This design comes from an exercise in tuning for small area and a short achievable clock period on the open sky130 flow, not from production work. The RTL was checked by simulation tests, not by an equivalence proof against the original design. No activity file was given, so power comes from the tool's default toggle rates.

--- design/flow/run.sh ---
#!/bin/bash
# synth_recipe.tcl (not shown) runs the flow's synth.tcl, then flattens the netlist and writes it again
# the make line also repeats each setting of config.mk as NAME=value (left out here)
make -C /OpenROAD-flow-scripts/flow DESIGN_CONFIG=/design/flow/config.mk WORK_HOME=/design/flow/orfs CLKGATE_MAP_FILE= SYNTH_SCRIPT=/design/flow/synth_recipe.tcl finish
--- design/flow/config.mk ---
export PLATFORM = sky130hd
export DESIGN_NAME = frame_rx
export DESIGN_NICKNAME = frame_rx
export VERILOG_FILES = /design/flow/design.v
export SDC_FILE = /design/flow/constraint.sdc
export NUM_CORES = 4
export LEC_CHECK = 0
export CAP_MARGIN = 20
export CORE_MARGIN = 2
export CORE_UTILIZATION = 40
export SLEW_MARGIN = 20
--- design/flow/constraint.sdc ---
create_clock -name core_clock -period 6.0 [get_ports {clk}]
set_input_delay 1.2000 -clock core_clock [delete_from_list [all_inputs] [get_ports {clk}]]
set_output_delay 1.2000 -clock core_clock [all_outputs]
set_load 0.01 [all_outputs]
--- design/flow/design.v ---
module crc16_step (
    input  wire [15:0] crc_in,
    input  wire [7:0]  data,
    output wire [15:0] crc_out
);
    wire [7:0] idx = crc_in[15:8] ^ data;
    reg  [15:0] tbl;
    always @(*) begin
        case (idx)
            8'h00: tbl = 16'h0000;
            8'h01: tbl = 16'h1021;
            8'h02: tbl = 16'h2042;
            8'h03: tbl = 16'h3063;
            8'h04: tbl = 16'h4084;
            8'h05: tbl = 16'h50A5;
            8'h06: tbl = 16'h60C6;
            8'h07: tbl = 16'h70E7;
            8'h08: tbl = 16'h8108;
            8'h09: tbl = 16'h9129;
            8'h0A: tbl = 16'hA14A;
            8'h0B: tbl = 16'hB16B;
            8'h0C: tbl = 16'hC18C;
            8'h0D: tbl = 16'hD1AD;
            8'h0E: tbl = 16'hE1CE;
            8'h0F: tbl = 16'hF1EF;
            8'h10: tbl = 16'h1231;
            8'h11: tbl = 16'h0210;
            8'h12: tbl = 16'h3273;
            8'h13: tbl = 16'h2252;
            8'h14: tbl = 16'h52B5;
            8'h15: tbl = 16'h4294;
            8'h16: tbl = 16'h72F7;
            8'h17: tbl = 16'h62D6;
            8'h18: tbl = 16'h9339;
            8'h19: tbl = 16'h8318;
            8'h1A: tbl = 16'hB37B;
            8'h1B: tbl = 16'hA35A;
            8'h1C: tbl = 16'hD3BD;
            8'h1D: tbl = 16'hC39C;
            8'h1E: tbl = 16'hF3FF;
            8'h1F: tbl = 16'hE3DE;
            8'h20: tbl = 16'h2462;
            8'h21: tbl = 16'h3443;
            8'h22: tbl = 16'h0420;
            8'h23: tbl = 16'h1401;
            8'h24: tbl = 16'h64E6;
            8'h25: tbl = 16'h74C7;
            8'h26: tbl = 16'h44A4;
            8'h27: tbl = 16'h5485;
            8'h28: tbl = 16'hA56A;
            8'h29: tbl = 16'hB54B;
            8'h2A: tbl = 16'h8528;
            8'h2B: tbl = 16'h9509;
            8'h2C: tbl = 16'hE5EE;
            8'h2D: tbl = 16'hF5CF;
            8'h2E: tbl = 16'hC5AC;
            8'h2F: tbl = 16'hD58D;
            8'h30: tbl = 16'h3653;
            8'h31: tbl = 16'h2672;
            8'h32: tbl = 16'h1611;
            8'h33: tbl = 16'h0630;
            8'h34: tbl = 16'h76D7;
            8'h35: tbl = 16'h66F6;
            8'h36: tbl = 16'h5695;
            8'h37: tbl = 16'h46B4;
            8'h38: tbl = 16'hB75B;
            8'h39: tbl = 16'hA77A;
            8'h3A: tbl = 16'h9719;
            8'h3B: tbl = 16'h8738;
            8'h3C: tbl = 16'hF7DF;
            8'h3D: tbl = 16'hE7FE;
            8'h3E: tbl = 16'hD79D;
            8'h3F: tbl = 16'hC7BC;
            8'h40: tbl = 16'h48C4;
            8'h41: tbl = 16'h58E5;
            8'h42: tbl = 16'h6886;
            8'h43: tbl = 16'h78A7;
            8'h44: tbl = 16'h0840;
            8'h45: tbl = 16'h1861;
            8'h46: tbl = 16'h2802;
            8'h47: tbl = 16'h3823;
            8'h48: tbl = 16'hC9CC;
            8'h49: tbl = 16'hD9ED;
            8'h4A: tbl = 16'hE98E;
            8'h4B: tbl = 16'hF9AF;
            8'h4C: tbl = 16'h8948;
            8'h4D: tbl = 16'h9969;
            8'h4E: tbl = 16'hA90A;
            8'h4F: tbl = 16'hB92B;
            8'h50: tbl = 16'h5AF5;
            8'h51: tbl = 16'h4AD4;
            8'h52: tbl = 16'h7AB7;
            8'h53: tbl = 16'h6A96;
            8'h54: tbl = 16'h1A71;
            8'h55: tbl = 16'h0A50;
            8'h56: tbl = 16'h3A33;
            8'h57: tbl = 16'h2A12;
            8'h58: tbl = 16'hDBFD;
            8'h59: tbl = 16'hCBDC;
            8'h5A: tbl = 16'hFBBF;
            8'h5B: tbl = 16'hEB9E;
            8'h5C: tbl = 16'h9B79;
            8'h5D: tbl = 16'h8B58;
            8'h5E: tbl = 16'hBB3B;
            8'h5F: tbl = 16'hAB1A;
            8'h60: tbl = 16'h6CA6;
            8'h61: tbl = 16'h7C87;
            8'h62: tbl = 16'h4CE4;
            8'h63: tbl = 16'h5CC5;
            8'h64: tbl = 16'h2C22;
            8'h65: tbl = 16'h3C03;
            8'h66: tbl = 16'h0C60;
            8'h67: tbl = 16'h1C41;
            8'h68: tbl = 16'hEDAE;
            8'h69: tbl = 16'hFD8F;
            8'h6A: tbl = 16'hCDEC;
            8'h6B: tbl = 16'hDDCD;
            8'h6C: tbl = 16'hAD2A;
            8'h6D: tbl = 16'hBD0B;
            8'h6E: tbl = 16'h8D68;
            8'h6F: tbl = 16'h9D49;
            8'h70: tbl = 16'h7E97;
            8'h71: tbl = 16'h6EB6;
            8'h72: tbl = 16'h5ED5;
            8'h73: tbl = 16'h4EF4;
            8'h74: tbl = 16'h3E13;
            8'h75: tbl = 16'h2E32;
            8'h76: tbl = 16'h1E51;
            8'h77: tbl = 16'h0E70;
            8'h78: tbl = 16'hFF9F;
            8'h79: tbl = 16'hEFBE;
            8'h7A: tbl = 16'hDFDD;
            8'h7B: tbl = 16'hCFFC;
            8'h7C: tbl = 16'hBF1B;
            8'h7D: tbl = 16'hAF3A;
            8'h7E: tbl = 16'h9F59;
            8'h7F: tbl = 16'h8F78;
            8'h80: tbl = 16'h9188;
            8'h81: tbl = 16'h81A9;
            8'h82: tbl = 16'hB1CA;
            8'h83: tbl = 16'hA1EB;
            8'h84: tbl = 16'hD10C;
            8'h85: tbl = 16'hC12D;
            8'h86: tbl = 16'hF14E;
            8'h87: tbl = 16'hE16F;
            8'h88: tbl = 16'h1080;
            8'h89: tbl = 16'h00A1;
            8'h8A: tbl = 16'h30C2;
            8'h8B: tbl = 16'h20E3;
            8'h8C: tbl = 16'h5004;
            8'h8D: tbl = 16'h4025;
            8'h8E: tbl = 16'h7046;
            8'h8F: tbl = 16'h6067;
            8'h90: tbl = 16'h83B9;
            8'h91: tbl = 16'h9398;
            8'h92: tbl = 16'hA3FB;
            8'h93: tbl = 16'hB3DA;
            8'h94: tbl = 16'hC33D;
            8'h95: tbl = 16'hD31C;
            8'h96: tbl = 16'hE37F;
            8'h97: tbl = 16'hF35E;
            8'h98: tbl = 16'h02B1;
            8'h99: tbl = 16'h1290;
            8'h9A: tbl = 16'h22F3;
            8'h9B: tbl = 16'h32D2;
            8'h9C: tbl = 16'h4235;
            8'h9D: tbl = 16'h5214;
            8'h9E: tbl = 16'h6277;
            8'h9F: tbl = 16'h7256;
            8'hA0: tbl = 16'hB5EA;
            8'hA1: tbl = 16'hA5CB;
            8'hA2: tbl = 16'h95A8;
            8'hA3: tbl = 16'h8589;
            8'hA4: tbl = 16'hF56E;
            8'hA5: tbl = 16'hE54F;
            8'hA6: tbl = 16'hD52C;
            8'hA7: tbl = 16'hC50D;
            8'hA8: tbl = 16'h34E2;
            8'hA9: tbl = 16'h24C3;
            8'hAA: tbl = 16'h14A0;
            8'hAB: tbl = 16'h0481;
            8'hAC: tbl = 16'h7466;
            8'hAD: tbl = 16'h6447;
            8'hAE: tbl = 16'h5424;
            8'hAF: tbl = 16'h4405;
            8'hB0: tbl = 16'hA7DB;
            8'hB1: tbl = 16'hB7FA;
            8'hB2: tbl = 16'h8799;
            8'hB3: tbl = 16'h97B8;
            8'hB4: tbl = 16'hE75F;
            8'hB5: tbl = 16'hF77E;
            8'hB6: tbl = 16'hC71D;
            8'hB7: tbl = 16'hD73C;
            8'hB8: tbl = 16'h26D3;
            8'hB9: tbl = 16'h36F2;
            8'hBA: tbl = 16'h0691;
            8'hBB: tbl = 16'h16B0;
            8'hBC: tbl = 16'h6657;
            8'hBD: tbl = 16'h7676;
            8'hBE: tbl = 16'h4615;
            8'hBF: tbl = 16'h5634;
            8'hC0: tbl = 16'hD94C;
            8'hC1: tbl = 16'hC96D;
            8'hC2: tbl = 16'hF90E;
            8'hC3: tbl = 16'hE92F;
            8'hC4: tbl = 16'h99C8;
            8'hC5: tbl = 16'h89E9;
            8'hC6: tbl = 16'hB98A;
            8'hC7: tbl = 16'hA9AB;
            8'hC8: tbl = 16'h5844;
            8'hC9: tbl = 16'h4865;
            8'hCA: tbl = 16'h7806;
            8'hCB: tbl = 16'h6827;
            8'hCC: tbl = 16'h18C0;
            8'hCD: tbl = 16'h08E1;
            8'hCE: tbl = 16'h3882;
            8'hCF: tbl = 16'h28A3;
            8'hD0: tbl = 16'hCB7D;
            8'hD1: tbl = 16'hDB5C;
            8'hD2: tbl = 16'hEB3F;
            8'hD3: tbl = 16'hFB1E;
            8'hD4: tbl = 16'h8BF9;
            8'hD5: tbl = 16'h9BD8;
            8'hD6: tbl = 16'hABBB;
            8'hD7: tbl = 16'hBB9A;
            8'hD8: tbl = 16'h4A75;
            8'hD9: tbl = 16'h5A54;
            8'hDA: tbl = 16'h6A37;
            8'hDB: tbl = 16'h7A16;
            8'hDC: tbl = 16'h0AF1;
            8'hDD: tbl = 16'h1AD0;
            8'hDE: tbl = 16'h2AB3;
            8'hDF: tbl = 16'h3A92;
            8'hE0: tbl = 16'hFD2E;
            8'hE1: tbl = 16'hED0F;
            8'hE2: tbl = 16'hDD6C;
            8'hE3: tbl = 16'hCD4D;
            8'hE4: tbl = 16'hBDAA;
            8'hE5: tbl = 16'hAD8B;
            8'hE6: tbl = 16'h9DE8;
            8'hE7: tbl = 16'h8DC9;
            8'hE8: tbl = 16'h7C26;
            8'hE9: tbl = 16'h6C07;
            8'hEA: tbl = 16'h5C64;
            8'hEB: tbl = 16'h4C45;
            8'hEC: tbl = 16'h3CA2;
            8'hED: tbl = 16'h2C83;
            8'hEE: tbl = 16'h1CE0;
            8'hEF: tbl = 16'h0CC1;
            8'hF0: tbl = 16'hEF1F;
            8'hF1: tbl = 16'hFF3E;
            8'hF2: tbl = 16'hCF5D;
            8'hF3: tbl = 16'hDF7C;
            8'hF4: tbl = 16'hAF9B;
            8'hF5: tbl = 16'hBFBA;
            8'hF6: tbl = 16'h8FD9;
            8'hF7: tbl = 16'h9FF8;
            8'hF8: tbl = 16'h6E17;
            8'hF9: tbl = 16'h7E36;
            8'hFA: tbl = 16'h4E55;
            8'hFB: tbl = 16'h5E74;
            8'hFC: tbl = 16'h2E93;
            8'hFD: tbl = 16'h3EB2;
            8'hFE: tbl = 16'h0ED1;
            8'hFF: tbl = 16'h1EF0;
            default: tbl = 16'h0000;
        endcase
    end
    assign crc_out = {crc_in[7:0], 8'h00} ^ tbl;
endmodule
module dispatch_rom (
    input  wire [7:0]  opcode,
    output reg         hit,
    output reg  [7:0]  handler,
    output reg  [7:0]  resp_op,
    output reg  [15:0] plen_min,
    output reg  [15:0] plen_max
);
    always @(*) begin
        hit      = 1'b1;
        handler  = 8'd0;
        resp_op  = 8'h00;
        plen_min = 16'd0;
        plen_max = 16'd0;
        case (opcode)
            8'h65: begin handler = 8'd1; resp_op = 8'h66; plen_min = 16'd1;  plen_max = 16'd1;   end
            8'h10: begin handler = 8'd2; resp_op = 8'h11; plen_min = 16'd0;  plen_max = 16'd0;   end
            8'h22: begin handler = 8'd3; resp_op = 8'h23; plen_min = 16'd0;  plen_max = 16'd4;   end
            8'h31: begin handler = 8'd4; resp_op = 8'h32; plen_min = 16'd2;  plen_max = 16'd2;   end
            8'h40: begin handler = 8'd5; resp_op = 8'h41; plen_min = 16'd0;  plen_max = 16'd250; end
            8'h50: begin handler = 8'd6; resp_op = 8'h51; plen_min = 16'd4;  plen_max = 16'd64;  end
            8'h7A: begin handler = 8'd7; resp_op = 8'h7B; plen_min = 16'd8;  plen_max = 16'd16;  end
            8'h81: begin handler = 8'd8; resp_op = 8'h82; plen_min = 16'd3;  plen_max = 16'd2;   end
            default: hit = 1'b0;
        endcase
    end
endmodule
module frame_rx #(
    parameter MAX_FRAME_LEN = 256
) (
    input  wire        clk,
    input  wire        rst,
    input  wire        start,
    input  wire [1:0]  cfg_fmt,       
    input  wire        cfg_srv,       
    input  wire [15:0] cfg_tmo,       
    input  wire [15:0] cfg_fixlen,    
    input  wire        rx_valid,
    input  wire [7:0]  rx_data,
    output wire        rx_ready,
    input  wire        tick,
    input  wire        fault,
    output wire        awaiting_body,
    output reg         res_valid,
    output reg  [3:0]  res_code,
    output reg  [3:0]  res_cause,
    output reg  [7:0]  res_rxst,
    output reg  [15:0] rx_count,
    output reg  [15:0] rx_lenfield,
    output reg  [15:0] target,
    output reg  [15:0] idle_count,
    output reg  [15:0] field_rcv,
    output reg  [15:0] field_calc,
    output reg  [1:0]  dcode,
    output reg  [7:0]  handler,
    output reg  [7:0]  resp_op,
    output reg  [7:0]  req_op,
    output wire        disp_ok,
    output wire [7:0]  disp_handler
);
    localparam FMT_STD   = 2'd0;
    localparam FMT_ZB    = 2'd1;
    localparam FMT_FIXED = 2'd2;
    localparam CODE_OK        = 4'h0;
    localparam CODE_DEVSTAT   = 4'h1;
    localparam CODE_TIMEOUT   = 4'h2;
    localparam CODE_INTEGRITY = 4'h3;
    localparam CODE_LENREJ    = 4'h4;
    localparam CODE_TFAULT    = 4'h5;
    localparam CODE_CMDERR    = 4'h6;
    localparam CODE_NONE      = 4'hF;
    localparam CAUSE_BAD_OP     = 4'd1;
    localparam CAUSE_BAD_LENGTH = 4'd3;
    localparam DC_NONE    = 2'd0;
    localparam DC_OK      = 2'd1;
    localparam DC_UNKNOWN = 2'd2;
    localparam DC_BADLEN  = 2'd3;
    reg        active;       
    reg [1:0]  fmt;
    reg        srv;
    reg [15:0] tmo;
    reg [15:0] acc;          
    reg [7:0]  b0, b1, b3, b4, b5;
    assign rx_ready      = active;
    assign awaiting_body = active && (rx_count >= 16'd3);
    assign disp_ok       = (dcode == DC_OK);
    assign disp_handler  = (dcode == DC_OK) ? handler : 8'd0;
    wire [15:0] i  = rx_count;
    wire [7:0]  b  = rx_data;
    wire [7:0]  crc_byte = (i == 16'd3 || i == 16'd4) ? 8'h00 : b;
    wire [15:0] crc_next;
    crc16_step u_crc (
        .crc_in  (acc),
        .data    (crc_byte),
        .crc_out (crc_next)
    );
    wire [15:0] i_plus1 = i + 16'd1;
    reg [15:0] acc_next;
    always @(*) begin
        if (fmt == FMT_ZB) begin
            if (i >= 16'd3 && i_plus1 < target)
                acc_next = {8'h00, acc[7:0] + b};
            else
                acc_next = acc;
        end else begin
            acc_next = crc_next;
        end
    end
    wire [15:0] len_field  = {b1, b};
    wire [16:0] zb_target  = {1'b0, len_field} + 17'd4;
    wire        std_len_bad = (len_field < 16'd6) || (len_field > MAX_FRAME_LEN);
    wire        zb_len_bad  = (len_field < 16'd1) || (zb_target > MAX_FRAME_LEN);
    wire        complete  = (i >= 16'd3) && (i_plus1 == target);
    wire [7:0]  status_b  = (i == 16'd5) ? b : b5;
    wire [15:0] rcv_val   = (fmt == FMT_ZB) ? {8'h00, b} : {b3, b4};
    wire [15:0] calc_val  = (fmt == FMT_ZB) ? {8'h00, 8'hFF - acc_next[7:0]} : acc_next;
    wire        valid     = (rcv_val == calc_val);
    wire        dr_hit;
    wire [7:0]  dr_handler;
    wire [7:0]  dr_resp_op;
    wire [15:0] dr_plen_min;
    wire [15:0] dr_plen_max;
    dispatch_rom u_disp (
        .opcode   (b0),
        .hit      (dr_hit),
        .handler  (dr_handler),
        .resp_op  (dr_resp_op),
        .plen_min (dr_plen_min),
        .plen_max (dr_plen_max)
    );
    wire [15:0] plen = target - 16'd6;
    wire [16:0] idle_plus1 = {1'b0, idle_count} + 17'd1;
    always @(posedge clk) begin
        if (rst) begin
            active      <= 1'b0;
            fmt         <= FMT_STD;
            srv         <= 1'b0;
            tmo         <= 16'd0;
            acc         <= 16'd0;
            b0          <= 8'd0;
            b1          <= 8'd0;
            b3          <= 8'd0;
            b4          <= 8'd0;
            b5          <= 8'd0;
            res_valid   <= 1'b0;
            res_code    <= CODE_NONE;
            res_cause   <= 4'd0;
            res_rxst    <= 8'd0;
            rx_count    <= 16'd0;
            rx_lenfield <= 16'd0;
            target      <= 16'd0;
            idle_count  <= 16'd0;
            field_rcv   <= 16'd0;
            field_calc  <= 16'd0;
            dcode       <= DC_NONE;
            handler     <= 8'd0;
            resp_op     <= 8'd0;
            req_op      <= 8'd0;
        end else if (!active) begin
            if (start) begin
                if (cfg_fmt == 2'd3) begin
                    res_valid <= 1'b1;
                    res_code  <= CODE_CMDERR;
                    res_cause <= CAUSE_BAD_OP;
                    res_rxst  <= 8'd0;
                end else if (cfg_fmt == FMT_FIXED &&
                             (cfg_fixlen < 16'd6 || cfg_fixlen > MAX_FRAME_LEN)) begin
                    res_valid <= 1'b1;
                    res_code  <= CODE_CMDERR;
                    res_cause <= CAUSE_BAD_LENGTH;
                    res_rxst  <= 8'd0;
                end else begin
                    active      <= 1'b1;
                    fmt         <= cfg_fmt;
                    srv         <= cfg_srv;
                    tmo         <= cfg_tmo;
                    res_valid   <= 1'b0;
                    rx_count    <= 16'd0;
                    rx_lenfield <= 16'd0;
                    idle_count  <= 16'd0;
                    target      <= (cfg_fmt == FMT_FIXED) ? cfg_fixlen : 16'd0;
                    field_rcv   <= 16'd0;
                    field_calc  <= 16'd0;
                    acc         <= (cfg_fmt == FMT_ZB) ? 16'h0000 : 16'hFFFF;
                    dcode       <= DC_NONE;
                    handler     <= 8'd0;
                    resp_op     <= 8'd0;
                    req_op      <= 8'd0;
                end
            end
        end else begin
            if (fault) begin
                active    <= 1'b0;
                res_valid <= 1'b1;
                res_code  <= CODE_TFAULT;
                res_cause <= 4'd0;
                res_rxst  <= 8'd0;
            end else if (rx_valid) begin
                rx_count   <= i_plus1;
                idle_count <= 16'd0;
                acc        <= acc_next;
                case (i)
                    16'd0: b0 <= b;
                    16'd1: b1 <= b;
                    16'd3: b3 <= b;
                    16'd4: b4 <= b;
                    16'd5: b5 <= b;
                    default: ;
                endcase
                if (i == 16'd2) begin
                    rx_lenfield <= len_field;
                    if (fmt == FMT_STD) begin
                        if (std_len_bad) begin
                            active    <= 1'b0;
                            res_valid <= 1'b1;
                            res_code  <= CODE_LENREJ;
                            res_cause <= 4'd0;
                            res_rxst  <= 8'd0;
                        end else begin
                            target <= len_field;
                        end
                    end else if (fmt == FMT_ZB) begin
                        if (zb_len_bad) begin
                            active    <= 1'b0;
                            res_valid <= 1'b1;
                            res_code  <= CODE_LENREJ;
                            res_cause <= 4'd0;
                            res_rxst  <= 8'd0;
                        end else begin
                            target <= zb_target[15:0];
                        end
                    end
                end
                if (complete) begin
                    active     <= 1'b0;
                    res_valid  <= 1'b1;
                    res_cause  <= 4'd0;
                    field_rcv  <= rcv_val;
                    field_calc <= calc_val;
                    if (!valid) begin
                        res_code <= CODE_INTEGRITY;
                        res_rxst <= 8'd0;
                    end else if (fmt == FMT_ZB || status_b == 8'h00) begin
                        res_code <= CODE_OK;
                        res_rxst <= 8'd0;
                    end else begin
                        res_code <= CODE_DEVSTAT;
                        res_rxst <= status_b;
                    end
                    if (valid && srv && fmt != FMT_ZB) begin
                        req_op <= b0;
                        if (!dr_hit) begin
                            dcode   <= DC_UNKNOWN;
                            handler <= 8'd0;
                            resp_op <= 8'd0;
                        end else if (plen < dr_plen_min || plen > dr_plen_max) begin
                            dcode   <= DC_BADLEN;
                            handler <= dr_handler;
                            resp_op <= dr_resp_op;
                        end else begin
                            dcode   <= DC_OK;
                            handler <= dr_handler;
                            resp_op <= dr_resp_op;
                        end
                    end
                end
            end else if (tick) begin
                if (idle_plus1 >= {1'b0, tmo}) begin
                    active    <= 1'b0;
                    res_valid <= 1'b1;
                    res_code  <= CODE_TIMEOUT;
                    res_cause <= 4'd0;
                    res_rxst  <= 8'd0;
                end else begin
                    idle_count <= idle_plus1[15:0];
                end
            end
        end
    end
endmodule
==> impl_results.md <==
* Slew @ Worst Pin at 946.4 ps
* Setup TNS at 0 ps
* Syn-to-layout area delta at 24.93%
* Sw frac at 28.34%
* Longest Clk Path Bufs at 3
* Vias in the first global route at 10,960
* Die height at 178.4 um
* Filler cells at 2,910
* Seq pwr share at 39.7%
* Fraction of layout cells with a size suffix above 1 at 5.903%
* Hold path startpoint: b4[1]$_SDFFE_PP0P_
* Most frequent CP cell: and3_1
* Post-synth EDFFs at 0
* Fin cells at 2,101
* Die area at 31,810 um^2
* Num CTS Buffers at 25
* Core box area at 29,800 um^2
* CTS tree: yes
* Unrepaired setup endpoints after global routing: false
* Tmin final at 5512 ps
* Synthesized area at 12,160 um^2
* F_max at 0.1814 GHz
* Power Internal at 2.625 mW
* Static Leak at 5.846 nW
* Slew headroom at 36.91%
* Worst-path clk slew at 60 ps
* Top cells by area, synth: dfxtp_1 34%, a21oi_1 7.3%, ha_1 6.2%
* First-pass GRT wire length at 61.80 mm
* GRT Residual Overflow at 0
* Combinational share of power at 18.0%
* Yosys reg bits at 208
* Total track usage at 24.51%
* Syn Area/Cell at 7.877 um^2
* Count of clock tree sinks at 208
* Setup Skew at 19.14 ps
* CP Max Fanout at 21
* Worst Path Arrival at 5980 ps
* Crit-path max cell delay at 420 ps
* Largest net degree at the start of global routing at 86
* Initial antenna violation count at 0
* Clock power share at 42.3%
* Final Hold Vio Count at 0
* Vias post-DR at 11,840
* Diode count at 0
* Root buffer selected by CTS: clkbuf_16
* CP Buf/Inv Count at 1
* YS warnings at 3
* DR vias/cell at 5.634
* Required time of the critical path at 6470 ps
* CP Class: reg2reg
* Die width at 178.4 um
* Nets@finish at 1,806
* DR pass1 iterations at 8
* Post-placement cell count at 2,057
* Slowest cell on crit path: dfxtp_1
* Synth top area share at 34.24%
* Library cells used by synthesis at 81
* Post-synthesis cell count at 1,544
* Top-count cell post-synth: dfxtp_1
* Top FF cell, synth: dfxtp_1
* Critical path startpoint category: flip-flop
* Drt drc at 0
* Top post-synthesis cells by count: 208 x dfxtp_1, 177 x a21oi_1, 175 x nor2_1
* Post-DRT Antenna Nets at 0
* Hold crit path type: reg2reg
* Max-cap check violation count at 0
* HPWL Detailed at 29.22 mm
* Origin of the worst setup path: rx_count[1]$_SDFFE_PP0P_
* PD cells at 241.1 nW/um^2
* Worst setup EP type: flip-flop
* Fin util at 50.99%
* Max VDD drop at 0.0002139 V
* Seq/Total Area, Yosys at 34.24%
* First DRT Iteration DRCs at 1,098
* Final Total Pwr at 3.663 mW
* CTS Hold Bufs at 0
* Final wirelength at 39.96 mm
* Worst path top cell family by delay: simple AND/OR/NAND/NOR gates
* Initial cell density of the core at 40.82%
* Avg WL per Cell at 19.02 um
* GPL Wtd Cong at 0.8885
* Max-slew violation count at 0
* Final setup fails at 0
* Synth area leader: dfxtp_1
* Number of placement rows at 63
* FF-to-FF Start: rx_count[1]$_SDFFE_PP0P_
* Status: complete, no violations
* Port Buffer Count at 188
* Asr flop ratio synth at 0%
* Clk Latency, worst-skew pair at 530 ps
* Io pins at 199
* Crit-path cells: ha_1 -> and3_1 -> and3_1 -> and3_1 -> and3_1 -> and3_1 -> nand3_1 -> xnor2_1 -> ha_1 -> nand4_1 -> nor4_2 -> o21ai_0 -> and3_4 -> mux2i_1 -> xnor2_1 -> a32oi_2 -> nor4_4 -> buf_4 -> o22ai_4 -> a22o_1
* Final period util at 91.87%
* P_sw at 1.038 mW
* H-tree levels at 1
## repair_timing
action	4_1_cts	5_1_grt
gates resized for setup	0	5
endpoints found under the hold margin	0	0
buffers inserted	0	2
setup endpoints to repair	0	30
## worst min-delay path, delay by kind of cell (launching register included)
| family | cells | cell delay (ps) |
|---|---|---|
| AO/OA/AOI/OAI | 1 | 50 |
| flip-flops | 1 | 300 |
| AND/OR/NAND/NOR | 1 | 50 |
## state kept, by name (all words and copies together), names as in the netlist, 2 cells and up
| name | count |
|---|---|
| b3 | 8 |
| b1 | 8 |
| res_rxst | 8 |
| b5 | 8 |
| handler | 4 |
| fmt | 2 |
| tmo | 16 |
| dcode | 2 |
| idle_count | 16 |
| res_code | 4 |
| req_op | 8 |
| acc | 16 |
| b4 | 8 |
| rx_count | 16 |
| rx_lenfield | 16 |
| res_cause | 2 |
| b0 | 8 |
| field_rcv | 16 |
| field_calc | 16 |
| resp_op | 7 |
| target | 16 |
## kinds of logic (layout without fill, tap and decap cells)
kind of cell | after synthesis | after routing | synth area share (%)
AOI/OAI and AO/OA | 410 | 410 | 21.34
xor gates and xnor gates | 91 | 91 | 7.191
adders and majority gates | 61 | 61 | 6.337
buffers and inverters | 162 | 320 | 5.802
DFF | 208 | 208 | 34.24
muxes | 27 | 27 | 2.274
other | 1 | 10 | 0.03083
and+or+nand+nor | 584 | 584 | 22.79
## through the flow
step / setup WS [ps] / instance area (um^2) / hold slack (ps)
5_1_grt: 3.190 / 15190 / 473.8
3_5_place_dp: 220.8 / 14320 / 443.9
2_1_floorplan: 841.5 / 12200 / 431.2
4_1_cts: 185.8 / 15150 / 451.3
6_report: 487.6 / 15190 / 448.4
3_3_place_gp: 365.5 / 14320 / 437.2
## cell type report
type / count / area, um^2 / share of cell area (%)
repair buffers: 222 / 2135 / 14.05
clock inverters: 7 / 116.4 / 0.7659
well taps: 390 / 488.0 / 3.212
clock buffers: 35 / 713.2 / 4.694
multi-input cells: 1183 / 7367 / 48.49
inverters: 56 / 210.2 / 1.384
flip-flops and latches: 208 / 4164 / 27.41
## layout by cell type, fill, tap and decap left out, types with 7 or more instances in the layout
cell,Yosys,layout
a211oi_1,19,19
a21o_1,14,14
a21oi_1,177,176
a221oi_1,11,11
a22o_1,16,16
a22oi_1,30,30
a31oi_1,11,11
and2_1,17,16
and3_1,32,32
buf_4,11,35
clkbuf_16,0,25
clkdlybuf4s50_1,0,187
conb_1,1,10
dfxtp_1,208,208
ha_1,60,60
inv_1,56,56
mux2i_1,22,21
nand2_1,174,174
nand2b_1,8,8
nand3_1,62,62
nand3b_1,21,21
nand4_1,19,19
nor2_1,175,174
nor2b_1,11,10
nor3_1,27,26
nor4_1,13,12
o211ai_1,7,7
o21a_1,7,7
o21ai_0,65,65
o21ai_1,7,7
xnor2_1,48,48
xor2_1,37,37
## worst paths after layout
check,cells after the start,end,slack (ps)
hold reg to reg,2,b4[1]$_SDFFE_PP0P_,450
setup / recovery,20,resp_op[3]$_SDFFE_PP0P_,490
hold / removal,2,b4[1]$_SDFFE_PP0P_,450
setup reg to reg,20,resp_op[3]$_SDFFE_PP0P_,490
## power groups by stage
stage	combinational, mW	clock [mW]	sequential (mW)
floorplan	0.441	0	1.47
global placement	0.642	0	1.48
detailed placement	0.645	0	1.48
CTS	0.649	1.58	1.45
global route	0.718	1.64	1.46
finish	0.658	1.55	1.46
## layer usage
layer	global-route usage (%)	vias to the layer above	wire, um
met2	39.27	457	17700
li1	-	5748	-
met3	3.581	81	2911
met5	0	-	0
met1	34.11	5551	18230
met4	7.249	0	1120

-- re-timing with driven ports --
Ports are ideal in the flow. The routed layout listed here was re-timed in OpenROAD. Step 1, drivers: a clkbuf_16 drives clk and a buf_2 each remaining input, both assumed. Step 2, shift: input delay + t, output delay - t, t = (earliest + latest rising clock arrival at the registers) / 2. This alone moves slack from input paths to output paths. a / b / c = no drivers / after step 1 / after step 2; a / b = the first two.
t (ns): 0.572
setup slack, ns: 0.488 / 0.488 / 0.488
worst setup path after step 2: register to register
worst data-port slew with drivers (ns): 0.07
pins driven straight from the clock port: 1
After both steps setup and hold are still met in this run. The setup slack of this run moves by 0.000 ns with the drivers and by 0.000 ns with both steps.
